This design comes from an exercise in tuning for small area, a short achievable clock period and few clock cycles on the open sky130 flow, not from production work. Where RTL was checked, it was by simulation tests only, not by an equivalence proof against the original. Power is estimated from default activity; no workload was simulated.

P:
Design rk_gpio, start of the top module:
module rk_gpio (
    input              clk,
    input              rst,
    input              cmd_valid,
    output             cmd_ready,
    input      [31:0]  cmd_desc,
    input      [31:0]  cmd_data,
    output             rsp_valid,
    output     [2:0]   rsp_status,
    output     [31:0]  rsp_data,
    output             disp_valid,
    output     [7:0]   disp_irq,
    output             disp_exit,
    input      [63:0]  pad_in,
    output     [63:0]  pad_out,
    output     [63:0]  pad_oe,
    output     [63:0]  pull_en,
    output     [1:0]   bank_irq
);
Size: ~4600 cells after synthesis, ~370 I/O pins.
clock: 10.0 ns
lec_check: 0
cap_margin: 15
core_margin: 2
core_utilization: 50
cts_buf_list: sky130_fd_sc_hd__clkbuf_16
cts_cluster_diameter: 100
cts_cluster_size: 20
slew_margin: 15
standard.sh (not shown) runs the stock make flow with config.mk's settings and CLKGATE_MAP_FILE= SYNTH_SCRIPT=/design/flow/synth_recipe.tcl, a recipe that flattens the netlist after the stock synthesis.
==> flow/flow/run.sh <==
#!/bin/bash
# The standard layout (the standard.sh, unchanged synthesis), with a timing
# repair target below the clock period, port buffers that are plain buffers,
# and cell sizing not held to the same footprint.
set -euo pipefail
bash standard.sh synth > synth.log 2>&1
bash standard.sh SETUP_SLACK_MARGIN=6.5 MATCH_CELL_FOOTPRINT=0 \
    "BUFFER_PORTS_ARGS=-buffer_cell sky130_fd_sc_hd__buf_1" finish > layout.log 2>&1
Here is what was changed in the inputs of Q compared with P.
diff --git a/flow/design.v b/flow/design.v
--- a/flow/design.v
+++ b/flow/design.v
@@ -150,50 +150,52 @@
     wire [31:0] md    = {32{c_wall | rq}} | dm;                   
     wire [31:0] ce    = ({32{c_cm}} & dm) | {32{rq}};             
     wire [31:0] V_sh  = {32{~rq}} & (c_wall ? dm : {32{c_v}});
     wire [31:0] V_ity = {32{~rq}} & (c_wall ? dm : {32{c_vity}});
     wire        dbank = eng_act ? eng_bank : c_bank;
     wire [31:0] b_isr = c_bank ? isr[63:32] : isr[31:0];
-    wire [31:0] ilr_s = dbank ? inttype[63:32] : inttype[31:0];
     reg  [31:0] below;
     integer k;
     always @* for (k = 0; k < 32; k = k + 1) below[k] = (k < eng_ptr);
-    wire [31:0] cand   = eng_act ? (rsp_d & below) : b_isr;
     wire        dmx_go = x_dmx | eng_act;
-    wire [31:0] t_any [0:5];
-    wire [31:0] t_mul [0:5];
-    wire [31:0] t_ex  [0:5];
-    wire [4:0]  t_ix  [0:5][0:31];
-    genvar g, h;
+    wire [31:0] t_any [0:1][0:5];
+    wire [31:0] t_mul [0:1][0:5];
+    wire [31:0] t_ex  [0:1][0:5];
+    wire [4:0]  t_ix  [0:1][0:5][0:31];
+    wire [31:0] ilr_b = c_bank ? inttype[63:32] : inttype[31:0];
+    wire [31:0] ilr_e = eng_bank ? inttype[63:32] : inttype[31:0];
+    genvar g, h, t;
     generate
-        for (h = 0; h < 32; h = h + 1) begin : leaf
-            assign t_any[0][h] = cand[h];
-            assign t_mul[0][h] = 1'b0;
-            assign t_ex[0][h]  = ilr_s[h];
-            assign t_ix[0][h]  = 5'd0;
-        end
-        for (g = 1; g <= 5; g = g + 1) begin : lvl
-            for (h = 0; h < (32 >> g); h = h + 1) begin : node
-                wire aH = t_any[g-1][2*h+1], aL = t_any[g-1][2*h];
-                assign t_any[g][h] = aH | aL;
-                assign t_mul[g][h] = t_mul[g-1][2*h+1] | t_mul[g-1][2*h] | (aH & aL);
-                assign t_ex[g][h]  = aH ? t_ex[g-1][2*h+1] : t_ex[g-1][2*h];
-                assign t_ix[g][h]  = aH ? (t_ix[g-1][2*h+1] | (5'd1 << (g-1))) : t_ix[g-1][2*h];
+        for (t = 0; t < 2; t = t + 1) begin : tree
+            for (h = 0; h < 32; h = h + 1) begin : leaf
+                assign t_any[t][0][h] = t ? (rsp_d[h] & below[h]) : b_isr[h];
+                assign t_mul[t][0][h] = 1'b0;
+                assign t_ex[t][0][h]  = t ? ilr_e[h] : ilr_b[h];
+                assign t_ix[t][0][h]  = 5'd0;
             end
-            for (h = (32 >> g); h < 32; h = h + 1) begin : pad0
-                assign t_any[g][h] = 1'b0;
-                assign t_mul[g][h] = 1'b0;
-                assign t_ex[g][h]  = 1'b0;
-                assign t_ix[g][h]  = 5'd0;
+            for (g = 1; g <= 5; g = g + 1) begin : lvl
+                for (h = 0; h < (32 >> g); h = h + 1) begin : node
+                    wire aH = t_any[t][g-1][2*h+1], aL = t_any[t][g-1][2*h];
+                    assign t_any[t][g][h] = aH | aL;
+                    assign t_mul[t][g][h] = t_mul[t][g-1][2*h+1] | t_mul[t][g-1][2*h] | (aH & aL);
+                    assign t_ex[t][g][h]  = aH ? t_ex[t][g-1][2*h+1] : t_ex[t][g-1][2*h];
+                    assign t_ix[t][g][h]  = aH ? (t_ix[t][g-1][2*h+1] | (5'd1 << (g-1))) : t_ix[t][g-1][2*h];
+                end
+                for (h = (32 >> g); h < 32; h = h + 1) begin : pad0
+                    assign t_any[t][g][h] = 1'b0;
+                    assign t_mul[t][g][h] = 1'b0;
+                    assign t_ex[t][g][h]  = 1'b0;
+                    assign t_ix[t][g][h]  = 5'd0;
+                end
             end
         end
     endgenerate
-    wire       any   = t_any[5][0];
-    wire       multi = t_mul[5][0];
-    wire [4:0] top   = t_ix[5][0];
-    wire       top_x = t_ex[5][0];
+    wire       any   = eng_act ? t_any[1][5][0] : t_any[0][5][0];
+    wire       multi = eng_act ? t_mul[1][5][0] : t_mul[0][5][0];
+    wire [4:0] top   = eng_act ? t_ix[1][5][0]  : t_ix[0][5][0];
+    wire       top_x = eng_act ? t_ex[1][5][0]  : t_ex[0][5][0];
     wire [1:0] bsel = {c_bank & clk_on[1], ~c_bank & clk_on[0]};
     wire [1:0] r_dir = {2{c_rd[0]}} & bsel;
     wire [1:0] r_dr  = {2{c_rd[1]}} & bsel;
     wire [1:0] r_pad = {2{c_rd[2]}} & bsel;
     wire [1:0] r_ien = {2{c_rd[3]}} & bsel;
     wire [1:0] r_ity = {2{c_rd[4]}} & bsel;
## What came out
Q against P: critical path depth down 8; total power flat; synthesized cell count up 164.
P → Q: remaining max-slew budget at the tightest pin climbed 10 points; overall fraction of global-route tracks in use rose 1.6 points; number of DRC markers after the initial detailed-route iteration now larger.
Share of cell area taken by flip-flops and latches: Q < P
Between Q and P, the worst hold slack figures differ only marginally.
In Q, final area is higher than in P.
Setup slack: Q more than P
The run with more routed wire is Q, not P.
Taking P as the reference, in Q final cell count without fillers saw an increase; via count shows an increase of 2328.
Function was not checked in any run of this note: the RTL went through the layout flow alone.

== old ==
rk_gpio, a different RTL version from the one above (not shown whole).
For scale: ~370 I/O pins, ~45,000 um2 of cells after synthesis.
==> flow/config.mk <==
export PLATFORM = sky130hd
export DESIGN_NAME = rk_gpio
export DESIGN_NICKNAME = rk_gpio
export VERILOG_FILES = /design/flow/design.v
export SDC_FILE = /design/flow/constraint.sdc
export NUM_CORES = 8
export LEC_CHECK = 0
export CAP_MARGIN = 10
export CORE_MARGIN = 2
export CORE_UTILIZATION = 50
export CTS_BUF_LIST = sky130_fd_sc_hd__clkbuf_16
export CTS_CLUSTER_DIAMETER = 100
export CTS_CLUSTER_SIZE = 20
export SLEW_MARGIN = 10
==> flow/constraint.sdc <==
create_clock -name core_clock -period 10.0 [get_ports {clk}]
set_input_delay 2.0000 -clock core_clock [delete_from_list [all_inputs] [get_ports {clk}]]
set_output_delay 2.0000 -clock core_clock [all_outputs]
set_load 0.01 [all_outputs]
==> flow/flow/run.sh <==
#!/bin/bash
# The standard layout (the standard.sh, unchanged synthesis), with a timing
# repair target below the clock period, port buffers that are plain buffers,
# and cell sizing not held to the same footprint.
set -euo pipefail
bash standard.sh synth > synth.log 2>&1
bash standard.sh SETUP_SLACK_MARGIN=6.7 MATCH_CELL_FOOTPRINT=0 \
    "BUFFER_PORTS_ARGS=-buffer_cell sky130_fd_sc_hd__buf_1" finish > layout.log 2>&1
Testbench counts of old, summed over its fixed seeds: cycles 5,593.
diff inputs: old => new
diff --git a/flow/design.v b/flow/design.v
--- a/flow/design.v
+++ b/flow/design.v
@@ -68,14 +68,15 @@
     wire a_dmx  = o_dmx & z_ok & a0 & (fr == 8'd0) & ~b_bad;
     wire a_susp = o_susp & z_ok & a0 & (pin == 16'd0);
     wire a_res  = o_res & z_ok & a0 & (pin == 16'd0);
     wire [31:0] a_pm = 32'd1 << pin[4:0];
     reg        ready_q;          
     reg        v_q;              
     reg [1:0]  v_b;              
+    reg        v_susp, v_res, v_dmx;    
     reg        c_mal1, c_mal2, c_mal3, c_inv, c_rng, c_pul, c_trg;
     reg        c_rgok;           
     reg        c_pgok;           
     reg [7:0]  c_rd;             
     reg [8:0]  c_w;              
     reg        c_wall;           
     reg        c_glev, c_toirq, c_dmx, c_susp, c_res;
@@ -122,35 +123,36 @@
     reg [63:0] dir, dr, inten, inttype, intpol, pull, tmask, wake, saved, latch;
     reg [1:0]  clk_on;
     reg [63:0] env_q;            
     reg [63:0] s_prev;           
     reg [1:0]  sup;              
     reg        rst_q;            
     reg        eng_act;          
+    reg        eng_idle;         
     reg        eng_bank, eng_acked;
     reg [4:0]  eng_ptr;          
     reg        rsp_v;
     reg [2:0]  rsp_st;
     reg [31:0] rsp_d;            
     reg        dsp_v, dsp_x;
     reg [5:0]  dsp_i;
     reg [1:0]  birq_q;
     wire [63:0] pad = (dir & dr) | (~dir & env_q);
     wire [63:0] s   = ~(pad ^ intpol);
     wire [63:0] con = {{32{clk_on[1] & ~sup[1]}}, {32{clk_on[0] & ~sup[0]}}};
     wire [63:0] lte = latch | (con & inten & inttype & ~s_prev & s);
     wire [63:0] isr = inten & ((inttype & lte) | (~inttype & s));
-    wire go    = v_q & ~eng_act;
+    wire go    = v_q & eng_idle;
     wire bon   = c_bank ? clk_on[1] : clk_on[0];       
     wire gchk  = c_rgok | c_pgok | c_dmx;
     wire gated = (gchk & ~bon) | (c_susp & ~(&clk_on));
     wire [2:0] ex_st = (c_mal1 | c_mal2 | c_mal3) ? ST_MALFORMED : c_inv ? ST_INVREG :
                        c_rng ? ST_RANGE : c_pul ? ST_PULL : c_trg ? ST_TRIG :
                        gated ? ST_GATED : ST_OK;
-    wire x_dmx = go & c_dmx & bon;
+    wire x_dmx = v_dmx & eng_idle & bon;
     wire        rq = rst_q;
     wire [31:0] md    = {32{c_wall | rq}} | dm;                   
     wire [31:0] ce    = ({32{c_cm}} & dm) | {32{rq}};             
     wire [31:0] V_sh  = {32{~rq}} & (c_wall ? dm : {32{c_v}});
     wire [31:0] V_ity = {32{~rq}} & (c_wall ? dm : {32{c_vity}});
     wire        dbank = eng_act ? eng_bank : c_bank;
     wire [31:0] b_isr = c_bank ? isr[63:32] : isr[31:0];
@@ -218,27 +220,27 @@
     end
     wire [31:0] ex_d = rval | ({32{c_toirq}} & dm) | {31'd0, glev};
     wire [63:0] n_dir, n_dr, n_inten, n_inttype, n_intpol, n_pull, n_tmask,
                 n_wake, n_saved, n_latch;
     wire [1:0]  n_clk_on, n_sup;
     generate
         for (g = 0; g < 2; g = g + 1) begin : gb
-            wire sel   = v_b[g] & ~eng_act;
+            wire sel   = v_b[g] & eng_idle;
             wire gsel  = sel & clk_on[g];                 
             wire w_dir = (gsel & c_w[0]) | rq;
             wire w_dr  = (gsel & c_w[1]) | rq;
             wire w_ien = (gsel & c_w[2]) | rq;
             wire w_ity = (gsel & c_w[3]) | rq;
             wire w_ipl = (gsel & c_w[4]) | rq;
             wire w_pul = (gsel & c_w[5]) | rq;
             wire w_clr = (gsel & c_w[6]) | rq;
             wire w_tm  = (gsel & c_w[7]) | rq;
             wire w_wk  = (sel  & c_w[8]) | rq;
-            wire susp  = go & c_susp & clk_on[g];
-            wire res   = go & c_res;
+            wire susp  = v_susp & eng_idle & clk_on[g];
+            wire res   = v_res & eng_idle;
             wire dmx   = x_dmx & (c_bank == g);
             wire [31:0] q_dir = dir[g*32 +: 32],   q_dr  = dr[g*32 +: 32];
             wire [31:0] q_ien = inten[g*32 +: 32], q_ity = inttype[g*32 +: 32];
             wire [31:0] q_ipl = intpol[g*32 +: 32], q_pul = pull[g*32 +: 32];
             wire [31:0] q_tm  = tmask[g*32 +: 32], q_wk  = wake[g*32 +: 32];
             wire [31:0] q_sv  = saved[g*32 +: 32], q_lte = lte[g*32 +: 32];
             wire [31:0] q_pad = pad[g*32 +: 32],   q_isr = isr[g*32 +: 32];
@@ -294,21 +296,29 @@
             eng_ptr   <= top;
             eng_acked <= (eng_act & eng_acked) | top_x;
         end
         if (rst) begin
             ready_q <= 1'b1;
             v_q     <= 1'b0;
             v_b     <= 2'b00;
+            v_susp  <= 1'b0;
+            v_res   <= 1'b0;
+            v_dmx   <= 1'b0;
             eng_act <= 1'b0;
+            eng_idle <= 1'b1;
             rsp_v   <= 1'b0;
             dsp_v   <= 1'b0;
         end else begin
             v_q     <= v_n;
             v_b     <= {v_n & bank_n, v_n & ~bank_n};
+            v_susp  <= v_n & (ld ? a_susp : c_susp);
+            v_res   <= v_n & (ld ? a_res : c_res);
+            v_dmx   <= v_n & (ld ? a_dmx : c_dmx);
             eng_act <= eng_n;
+            eng_idle <= ~eng_n;
             ready_q <= ~(eng_n & v_n);
             rsp_v   <= (go & ~(x_dmx & multi)) | (eng_act & ~multi);
             dsp_v   <= dmx_go & any;
         end
     end
     assign cmd_ready  = ready_q;
     assign rsp_valid  = rsp_v;
==> run notes <==
Sequential cell count was lower in old than in new.
new vs. old: post-synthesis net count was more or less identical, synthesized cell count comparable, post-placement cell area held steady.
Between old and new, the difference in chip height is negligible.
Diff old -> new | wire length | up slightly
A launch point of the worst path of rsp_d[30]$_DFFE_PN_ is what new shows, while rsp_d[0]$_DFFE_PN_ belongs to old.
Number of placed instances, taps included: old vs new, no meaningful difference
Power density of the placed cells across old and new: no real change.
The faster design of the two is old; new tops out lower.
Worst setup slack ends up higher on old.
Final critical delay including setup and external delays (new over old): increase, 0.064 ns
Sequential share of layout area: new < old
Summary — hold path depth, new relative to old: higher, by 1.
Wire length of the first global-routing pass: new vs old up 2400 um
Only the layout flow was run in new; the RTL was not checked for function there.

## north
Another version of the RTL of rk_gpio (not shown whole).
For scale: ~370 I/O pins, roughly 45,000 sq um of cells after synthesis.
==> flow/config.mk <==
export PLATFORM = sky130hd
export DESIGN_NAME = rk_gpio
export DESIGN_NICKNAME = rk_gpio
export VERILOG_FILES = /design/flow/design.v
export SDC_FILE = /design/flow/constraint.sdc
export NUM_CORES = 8
export LEC_CHECK = 0
export CAP_MARGIN = 20
export CORE_MARGIN = 2
export CORE_UTILIZATION = 55
export CTS_BUF_LIST = sky130_fd_sc_hd__clkbuf_16
export CTS_CLUSTER_DIAMETER = 100
export CTS_CLUSTER_SIZE = 20
export SLEW_MARGIN = 20
==> flow/constraint.sdc <==
create_clock -name core_clock -period 10.0 [get_ports {clk}]
set_input_delay 2.0000 -clock core_clock [delete_from_list [all_inputs] [get_ports {clk}]]
set_output_delay 2.0000 -clock core_clock [all_outputs]
set_load 0.01 [all_outputs]
Scripts as last shown in full above: flow/flow/run.sh
[inputs] south vs north
--- a/flow/design.v
+++ b/flow/design.v
@@ -118,16 +118,16 @@
             c_cm    <= o_wr | fa[0] | o_iack;
             dm      <= o_reg ? cmd_data : o_toirq ? {25'd0, 1'b1, pin[5:0]} : a_pm;
         end
     end
     reg [63:0] dir, dr, inten, inttype, intpol, pull, tmask, wake, saved, latch;
     reg [1:0]  clk_on;
+    reg [1:0]  sv_ok;            
     reg [63:0] env_q;            
     reg [63:0] s_prev;           
     reg [1:0]  sup;              
-    reg        rst_q;            
     reg        eng_act;          
     reg        eng_acked;
     reg        rsp_v;
     reg [2:0]  rsp_st;
     reg [31:0] rsp_d;            
     reg        dsp_v, dsp_x;
@@ -143,13 +143,13 @@
     wire gchk  = c_rgok | c_pgok | c_dmx;
     wire gated = (gchk & ~bon) | (c_susp & ~(&clk_on));
     wire [2:0] ex_st = (c_mal1 | c_mal2 | c_mal3) ? ST_MALFORMED : c_inv ? ST_INVREG :
                        c_rng ? ST_RANGE : c_pul ? ST_PULL : c_trg ? ST_TRIG :
                        gated ? ST_GATED : ST_OK;
     wire x_dmx = go & c_dmx & bon;
-    wire        rq = rst_q;
+    wire        rq = rst;
     wire [31:0] md    = {32{c_wall | rq}} | dm;                   
     wire [31:0] ce    = ({32{c_cm}} & dm) | {32{rq}};             
     wire [31:0] V_sh  = {32{~rq}} & (c_wall ? dm : {32{c_v}});
     wire [31:0] V_ity = {32{~rq}} & (c_wall ? dm : {32{c_vity}});
     wire        dbank = eng_act ? dsp_i[5] : c_bank;
     wire [31:0] b_isr = c_bank ? isr[63:32] : isr[31:0];
@@ -215,13 +215,13 @@
             glev = glev | (r_lev[j] & (|(pad[j*32 +: 32] & dm)));
         end
     end
     wire [31:0] ex_d = rval | ({32{c_toirq}} & dm) | {31'd0, glev};
     wire [63:0] n_dir, n_dr, n_inten, n_inttype, n_intpol, n_pull, n_tmask,
                 n_wake, n_saved, n_latch;
-    wire [1:0]  n_clk_on, n_sup;
+    wire [1:0]  n_clk_on, n_sup, n_sv_ok;
     generate
         for (g = 0; g < 2; g = g + 1) begin : gb
             wire sel   = v_b[g] & ~eng_act;
             wire gsel  = sel & clk_on[g];                 
             wire w_dir = (gsel & c_w[0]) | rq;
             wire w_dr  = (gsel & c_w[1]) | rq;
@@ -229,15 +229,15 @@
             wire w_ity = (gsel & c_w[3]) | rq;
             wire w_ipl = (gsel & c_w[4]) | rq;
             wire w_pul = (gsel & c_w[5]) | rq;
             wire w_clr = (gsel & c_w[6]) | rq;
             wire w_tm  = (gsel & c_w[7]) | rq;
             wire w_wk  = (sel  & c_w[8]) | rq;
-            wire susp  = go & c_susp & clk_on[g];
-            wire res   = go & c_res;
-            wire dmx   = x_dmx & (c_bank == g);
+            wire susp  = go & c_susp & clk_on[g] & ~rq;
+            wire res   = go & c_res & ~rq;
+            wire dmx   = x_dmx & (c_bank == g) & ~rq;
             wire [31:0] q_dir = dir[g*32 +: 32],   q_dr  = dr[g*32 +: 32];
             wire [31:0] q_ien = inten[g*32 +: 32], q_ity = inttype[g*32 +: 32];
             wire [31:0] q_ipl = intpol[g*32 +: 32], q_pul = pull[g*32 +: 32];
             wire [31:0] q_tm  = tmask[g*32 +: 32], q_wk  = wake[g*32 +: 32];
             wire [31:0] q_sv  = saved[g*32 +: 32], q_lte = lte[g*32 +: 32];
             wire [31:0] q_pad = pad[g*32 +: 32],   q_isr = isr[g*32 +: 32];
@@ -259,32 +259,33 @@
             assign n_inttype[g*32 +: 32] = (m_ity & V_ity) | (~m_ity & q_ity);
             assign n_intpol[g*32 +: 32]  = (m_dmx & ~q_pad) | (~m_dmx & d_icm);
             assign n_pull[g*32 +: 32]    = (m_pul & V_sh)  | (~m_pul & q_pul);
             assign n_tmask[g*32 +: 32]   = (m_tm & {32{c_vtm & ~rq}}) | (~m_tm & q_tm);
             assign n_wake[g*32 +: 32]    = (m_wk & V_sh) | (~m_wk & q_wk);
             assign n_inten[g*32 +: 32]   = susp ? q_wk :
-                                           res  ? (q_sv | (q_isr & q_wk)) :
+                                           res  ? (({32{sv_ok[g]}} & q_sv) | (q_isr & q_wk)) :
                                                   ((m_ien & V_sh) | (~m_ien & q_ien));
-            assign n_saved[g*32 +: 32]   = (susp | rq) ? (q_ien & {32{~rq}}) : q_sv;
+            assign n_saved[g*32 +: 32]   = susp ? q_ien : q_sv;
+            assign n_sv_ok[g]  = ~rq & (susp | sv_ok[g]);
             assign n_latch[g*32 +: 32]   = ~clr & q_lte;
             assign n_clk_on[g] = rq | res | (susp ? (|q_wk) : clk_on[g]);
             assign n_sup[g]    = dmx;
         end
     endgenerate
     wire v_n   = ready_q ? cmd_valid : (v_q & ~go);
     wire bank_n = ld ? (o_pin ? pin[5] : fb[0]) : c_bank;
     wire eng_n = dmx_go & multi;
     assign ld  = ~(eng_act & v_q);
     always @(posedge clk) begin
         env_q  <= pad_in;
         s_prev <= s;
-        rst_q  <= rst;
-        birq_q <= {|isr[63:32], |isr[31:0]};
+        birq_q <= rst ? 2'b00 : {|isr[63:32], |isr[31:0]};
         dir <= n_dir;  dr <= n_dr;  inten <= n_inten;  inttype <= n_inttype;
         intpol <= n_intpol;  pull <= n_pull;  tmask <= n_tmask;  wake <= n_wake;
         saved <= n_saved;  latch <= n_latch;  clk_on <= n_clk_on;  sup <= n_sup;
+        sv_ok <= n_sv_ok;
         rsp_st <= eng_act ? ST_OK : ex_st;
         if (!eng_act)
             rsp_d  <= ex_d;
         dsp_x  <= top_x & ~(eng_act & eng_acked);
         dsp_i  <= {dbank, top};
         eng_acked <= (eng_act & eng_acked) | top_x;
## What came out
In the tables for north and south, post-detailed-placement cell area reads higher with north.
Design area, north and south: larger value in south
Between north and south, sequential power is higher for south, north comes in under that.
The power number comes out lower for north vs south.
north has lower synthesis-to-layout area growth than south.
south vs north, synthesized cell count went down by about 3%.
Routed length per placed instance delta for south relative to north: 0.91% higher
south ends up with a final period demand of the worst path that is 0.31 ns higher than in north.
Critical path depth (south over north): increase, 10
The clock network fraction of total power number comes out lower for south vs north.
In the reports for north and south, the larger standard cell core area belongs to north.
Taking north as the reference point, the tap cell count of south falls by 0.94%.
Total combinational power in south vs north: up 140%
| slack of the critical path | south vs north | worse |
Testbench counts of south, summed over its fixed seeds: cycles 5,593.
The RTL of north was laid out without a check of its function.

-- port drivers added, routing unchanged --
Ports are ideal in the flow. The routed layouts listed here were re-timed in OpenROAD.
Step 1: set_driving_cell puts a clkbuf_16 on clk and a buf_2 on each other input, an assumption about the parent block.
Step 2 adds t to the input delays and takes it off the output delays; t is the mean of the earliest and latest rising clock arrival at the registers after step 1. Input paths then give back, and output paths get back, about the clock's delay inside the block.
Slacks: ideal ports / drivers / drivers and shift; pairs: ideal ports / drivers.
run | t, ns | slack for setup (ns) | worst setup path at the end | slew at the worst register clock pin (ns)
P | 0.766 | 6.375 / 6.375 / 5.931 | input to register | 0.10 / 0.10
Q | 0.786 | 6.425 / 6.348 / 5.933 | input to register | 0.10 / 0.10
old | 0.726 | 6.591 / 6.516 / 6.130 | input to register | 0.10 / 0.10
new | 0.772 | 6.527 / 6.451 / 6.072 | input to register | 0.11 / 0.11
north | 0.738 | 6.504 / 6.427 / 5.990 | input to register | 0.11 / 0.11
south | 0.732 | 6.190 / 6.190 / 5.923 | input to register | 0.10 / 0.10
After both steps every run listed still meets setup and hold. For north, which loses most, drivers alone change the setup slack by -0.077 ns; drivers and shift together by -0.514 ns.
